This design comes from an exercise in tuning for small area, a short achievable clock period and few clock cycles on the open sky130 flow, not from production work.
The RTL was checked by simulation tests, not by an equivalence proof against the original design.
Power and IR drop assume default switching activity.

## harbor
## g2p_field
module g2p_field (
    input  wire        clk,
    input  wire        rst,         
    input  wire        cmd_valid,
    input  wire [31:0] cmd,
    input  wire [63:0] opa,
    input  wire [63:0] opb,
    output wire        cmd_ready,
    output reg         done,
    output reg  [3:0]  code,
    output wire [16:0] res
);
    localparam integer K  = 4;      
    localparam integer KM = 4;      
    localparam [3:0] C_OK       = 4'd0;
    localparam [3:0] C_ILLEGAL  = 4'd1;
    localparam [3:0] C_NOFIELD  = 4'd2;
    localparam [3:0] C_REDEFINE = 4'd3;
    localparam [3:0] C_DEGREE   = 4'd4;
    localparam [3:0] C_MODDEG   = 4'd5;
    localparam [3:0] C_DIVZERO  = 4'd8;
    localparam [3:0] S_IDLE = 4'd0;
    localparam [3:0] S_MUL  = 4'd1;    
    localparam [3:0] S_DIV  = 4'd2;    
    localparam [3:0] S_CINI = 4'd3;    
    localparam [3:0] S_CSQ  = 4'd4;    
    localparam [3:0] S_CGCD = 4'd5;    
    localparam [3:0] S_CFIN = 4'd6;    
    localparam [3:0] S_SINI = 4'd7;    
    localparam [3:0] S_SSQ  = 4'd8;    
    localparam [3:0] S_SMU  = 4'd9;    
    reg [3:0] state;
    wire st_idle = (state == S_IDLE);
    wire st_mul  = (state == S_MUL);
    wire st_div  = (state == S_DIV);
    wire st_cini = (state == S_CINI);
    wire st_csq  = (state == S_CSQ);
    wire st_cgcd = (state == S_CGCD);
    wire st_cfin = (state == S_CFIN);
    wire st_sini = (state == S_SINI);
    wire st_ssq  = (state == S_SSQ);
    wire st_smu  = (state == S_SMU);
    assign cmd_ready = st_idle;
    reg        fvalid;
    reg        irr;         
    reg [4:0]  p;
    reg [16:0] fmod;
    reg        opa_hi;      
    reg        opb_hi;
    reg [15:0] topbit;      
    reg [KM-1:0] mt;        
    reg [15:0] mask;
    integer i;
    always @* begin
        for (i = 0; i < 16; i = i + 1)
            mask[i] = (p > i);
    end
    wire [15:0] a_el = opa[15:0] & mask;
    wire [15:0] b_el = opb[15:0] & mask;
    wire hi_zero   = (cmd[31:8] == 24'd0);
    wire is_setf   = hi_zero && (cmd[7:0] == 8'h0A);
    wire is_fcvt   = hi_zero && (cmd[7:0] == 8'h10);
  ...
Size in the first run: roughly 2600 cells after synthesis.
==> flow/config.mk <==
export PLATFORM = sky130hd
export DESIGN_NAME = g2p_field
export DESIGN_NICKNAME = g2p_field
export VERILOG_FILES = /design/flow/design.v
export SDC_FILE = /design/flow/constraint.sdc
export NUM_CORES = 4
export LEC_CHECK = 0
export CAP_MARGIN = 20
export CORE_MARGIN = 2
export CORE_UTILIZATION = 50
export SETUP_SLACK_MARGIN = 3.2
export SLEW_MARGIN = 20
==> flow/constraint.sdc <==
create_clock -name core_clock -period 8.0 [get_ports {clk}]
set_input_delay 1.6000 -clock core_clock [delete_from_list [all_inputs] [get_ports {clk}]]
set_output_delay 1.6000 -clock core_clock [all_outputs]
set_load 0.01 [all_outputs]
standard.sh (not shown) runs the stock make flow with config.mk's settings and CLKGATE_MAP_FILE= SYNTH_SCRIPT=/design/flow/synth_recipe.tcl, a recipe that flattens the netlist after the stock synthesis.
==> flow/flow/run.sh <==
#!/bin/bash
# Standard layout, with the port buffers taken as the smallest plain buffer
# (buf_1) instead of the cell buffer_ports picks by default.
set -o pipefail
export BUFFER_PORTS_ARGS="-buffer_cell sky130_fd_sc_hd__buf_1"
bash standard.sh > standard_flow.log 2>&1
Testbench counts of harbor, summed over its fixed seeds: cycles 18,973.
Input changes introduced in tundra (baseline for comparison: harbor):
diff --git a/flow/config.mk b/flow/config.mk
--- a/flow/config.mk
+++ b/flow/config.mk
@@ -10,3 +10,3 @@
 export CORE_UTILIZATION = 50
-export SETUP_SLACK_MARGIN = 3.2
+export SETUP_SLACK_MARGIN = 4.0
 export SLEW_MARGIN = 20
==> comparison <==
In tundra the detailed placement HPWL turned out about 0.8% higher than in harbor. Compared with harbor, in tundra die area stayed essentially flat, internal power grew by 27%, final area went up, buffers plus inverters on the worst setup path saw an increase. When tundra is measured against harbor, its final period demand of the worst path turns out 550 ps lower.
What yarrow does differently from tundra at the input level:
diff --git a/flow/config.mk b/flow/config.mk
--- a/flow/config.mk
+++ b/flow/config.mk
@@ -10,3 +10,3 @@
 export CORE_UTILIZATION = 50
-export SETUP_SLACK_MARGIN = 4.0
+export SETUP_SLACK_MARGIN = 3.6
 export SLEW_MARGIN = 20
--- outcome ---
Fraction of synthesized cell area in xor and xnor cells came out exactly the same in tundra and yarrow.
Comparing tundra and yarrow, the lower area overhead of the layout relative to synthesis is on yarrow.
Changes observed in yarrow relative to tundra: pin count of the biggest net entering global routing up 2; number of buffers other than clock buffers in the final layout down 154.
yarrow gives less minimum setup slack in the final design than tundra did.
Edits applied to the flow inputs when going from yarrow to maple:
diff --git a/flow/config.mk b/flow/config.mk
--- a/flow/config.mk
+++ b/flow/config.mk
@@ -12 +12,2 @@
 export SLEW_MARGIN = 20
+export TNS_END_PERCENT = 30
### Flow results
Sort yarrow and maple by final critical-path share of the clock period desc -> top: maple
Reported for yarrow and maple, xor and xnor fraction of the mapped netlist area turned out identical to the last digit.
The final cell utilization of the core of maple and that of yarrow are within noise of each other.
Count of buffers not belonging to the clock network in the layout sits higher in maple than in yarrow.
Diff yarrow..maple | cell area after layout | negligible
maple went all the way through the flow, and no timing, DRC or antenna check failed.
The higher relative area of non-clock buffer cells in the final design of yarrow and maple is in maple.

==> what the ideal ports hide <==
The results above use ideal ports. As a check the final layouts listed here were re-extracted and re-timed, cells and wires unchanged.
Step 1 assumes that a clkbuf_16 drives the clock port and a buf_2 every other input.
Step 2 times the ports against the registers' clock, not the clock port: input delays grow and output delays shrink by t, the midpoint of the rising clock arrivals with the driver on.
Slacks: ideal / step 1 / step 2; pairs: ideal / step 1.
run | shift t [ns] | slack for setup (ns) | worst setup path at the end | latest minus earliest clock arrival (ns) | pins driven straight from the clock port
harbor | 0.494 | 3.201 / 3.201 / 3.201 | register to register | 0.018 / 0.018 | 1
tundra | 0.495 | 3.749 / 3.749 / 3.531 | input to register | 0.013 / 0.013 | 1
yarrow | 0.498 | 3.607 / 3.607 / 3.429 | input to register | 0.019 / 0.019 | 1
maple | 0.500 | 3.564 / 3.564 / 3.438 | input to register | 0.020 / 0.020 | 1
After both steps setup and hold are still met in every run listed. For tundra, which loses most, drivers alone change the setup slack by 0.000 ns; drivers and shift together by -0.218 ns.
